This is an optimization exercise on Yosys and OpenROAD, whose aim is small area and a short achievable clock period, not a production implementation. Only simulation tests tie the RTL to the original design; equivalence was not proved.

Setup of alpha:
==> flow/design.v (excerpt) <==
module cpu_core #(
    parameter MAX_CYCLES = 1000,
    parameter CW         = 10           
) (
    input  wire          clk,
    input  wire          rst,           
    input  wire          cfg_fwd_en,    
    input  wire          cfg_cache_en,  
    output wire [7:0]    if_addr,
    input  wire [15:0]   if_rdata,
    output wire [7:0]    d_addr,
    input  wire [7:0]    d_rdata,
    output wire [7:0]    d_wdata,
    output wire          d_we,
    input  wire [3:0]    dbg_sel,
    output wire [7:0]    dbg_x,
    output reg  [8:0]    pc,
    output reg           halted,
    output wire          terminated,
    output reg  [1:0]    fault,         
    output reg           flag_z,
    output reg           flag_c,
    output reg  [7:0]    mar,
    output reg  [7:0]    mdr,
    output reg           stalled,
    output reg           flushed,
    output reg           fwd_active,
    output reg  [3:0]    fwd_reg,
    output wire [7:0]    fwd_value,
    output reg           r0_write_ignored,
    output reg  [CW-1:0] cnt_cycles,
    output reg  [CW-1:0] cnt_instructions,
    output wire [CW-1:0] cnt_hazard_stalls,
    output wire [CW-1:0] cnt_cache_stall_cycles,
    output reg  [CW-1:0] cnt_flushes,
    output reg  [CW-1:0] cnt_forwards,
    output reg  [CW-1:0] cnt_cache_hits,
    output wire [CW-1:0] cnt_cache_misses
);
For scale: about 1800 cells after synthesis.
Settings: LEC_CHECK=0, ABC_AREA=1, CAP_MARGIN=20, CORE_MARGIN=2, CORE_UTILIZATION=60, CTS_BUF_LIST=sky130_fd_sc_hd__clkbuf_8, CTS_CLUSTER_DIAMETER=50, CTS_CLUSTER_SIZE=16, SLEW_MARGIN=20; clock period 13.0 ns.
standard.sh (not shown) runs the stock make flow with config.mk's settings and CLKGATE_MAP_FILE= SYNTH_SCRIPT=/design/flow/synth_recipe.tcl, a recipe that flattens the netlist after the stock synthesis.
==> flow/flow/run.sh <==
#!/bin/bash
# Standard ORFS layout (the standard.sh, unchanged synthesis, floorplan,
# power grid and tap cells) with three settings passed to make:
#  - port buffers are buf_1 cells instead of the default choice,
#  - repair_timing aims for extra setup slack so the design is sized for a
#    shorter period than the 13 ns it is signed off at,
#  - smaller clock-tree buffers.
set -euo pipefail
MARGIN=$(cat flow/margin.txt)
bash standard.sh \
  "BUFFER_PORTS_ARGS=-buffer_cell sky130_fd_sc_hd__buf_1" \
  "SETUP_SLACK_MARGIN=${MARGIN}" \
  finish > flow_orfs.log 2>&1
==> flow/flow/margin.txt <==
6.3
What beta does differently from alpha at the input level:
--- a/flow/design.v
+++ b/flow/design.v
@@ -90,14 +90,15 @@
     reg       pr_valid;
     reg       pr_executed;
     reg [3:0] pr_opcode;
     reg [3:0] pr_operand;    
     reg [7:0] pr_imm;
     reg [7:0] line_valid;
     reg [4:0] line_tag   [0:7];
+    reg [7:0] line_data  [0:7];
     reg [2:0] cache_stall_remaining;
     reg [8:0] hs_cnt;
     reg [7:0] cm_cnt;
     assign cnt_hazard_stalls      = {1'b0, hs_cnt};
     assign cnt_cache_misses       = {2'b00, cm_cnt};
     assign cnt_cache_stall_cycles = {cm_cnt, 2'b00};
     assign terminated = halted & ~pr_valid;
@@ -128,15 +129,15 @@
         .c   (alu_c)
     );
     wire [2:0] c_index = pr_imm[2:0];
     wire [4:0] c_tag   = pr_imm[7:3];
     wire       c_hit   = line_valid[c_index] & (line_tag[c_index] == c_tag);
     wire       mem_op  = is_load | is_store;
     wire       c_miss  = exec & cache_en & mem_op & ~c_hit;
-    wire [7:0] load_data = d_rdata;
+    wire [7:0] load_data = (cache_en & c_hit) ? line_data[c_index] : d_rdata;
     assign d_addr  = pr_imm;
     assign d_wdata = xr;
     assign d_we    = exec & is_store;
     wire       jmp_now     = exec & is_jmp;
     wire [8:0] pc_cur      = jmp_now ? {1'b0, pr_imm} : pc;
     wire       halted_next = halted | (exec & is_halt);
     wire       reach_fetch = do_cycle & ~gate & ~c_miss & ~halted_next;
@@ -162,16 +163,19 @@
     wire [7:0] x_wdata_r = x_wdata & {8{~rst}};
     always @(posedge clk) begin
         for (i = 1; i < 16; i = i + 1)
             if (rst | (x_we && pr_operand == i))
                 x[i] <= x_wdata_r;
     end
     always @(posedge clk) begin
-        if (c_miss)
-            line_tag[c_index] <= c_tag;
+        if (exec & cache_en & mem_op) begin
+            if (~c_hit) line_tag[c_index] <= c_tag;
+            if (is_store | ~c_hit)
+                line_data[c_index] <= is_load ? d_rdata : xr;
+        end
     end
     wire c_access = exec & cache_en & mem_op;
     always @(posedge clk) begin
         cnt_cycles       <= (cnt_cycles       + {9'd0, do_cycle})         & {CW{~rst}};
         cnt_instructions <= (cnt_instructions + {9'd0, exec})             & {CW{~rst}};
         cnt_flushes      <= (cnt_flushes      + {9'd0, jmp_now})          & {CW{~rst}};
         cnt_forwards     <= (cnt_forwards     + {9'd0, forward})          & {CW{~rst}};
Findings:
Summary of the comparison: met2 track demand over resource in global routing is lower in beta, relative to alpha. Taking alpha as the reference, in beta combined flip-flop and latch cell area rose 1900 sq um, number of placed instances with taps included +295, fill cell total of the finished layout up about 18%, number of standard cells after synthesis now larger.

## port drivers added, routing unchanged
The results above use ideal ports. As a check the final layouts listed here were re-extracted and re-timed, cells and wires unchanged. Step 1 sets driving cells, clkbuf_16 on the clock port and buf_2 on the other inputs (assumed; they add their load-dependent delay and slew). Step 2 times the ports against the registers' clock, not the clock port: input delays grow and output delays shrink by t, the midpoint of the rising clock arrivals with the driver on. a / b / c = ideal ports / drivers / drivers and shift; a / b = the first two.
| run | shift t [ns] | slack for setup (ns) | pins driven straight from the clock port |
|---|---|---|---|
| alpha | 0.652 | 6.302 / 6.221 / 6.221 | 1 |
| beta | 0.619 | 6.298 / 6.273 / 6.273 | 1 |
After both steps setup and hold are still met in every run listed. The setup slack of alpha, which loses most, moves by -0.081 ns with the drivers and by -0.081 ns with both steps.
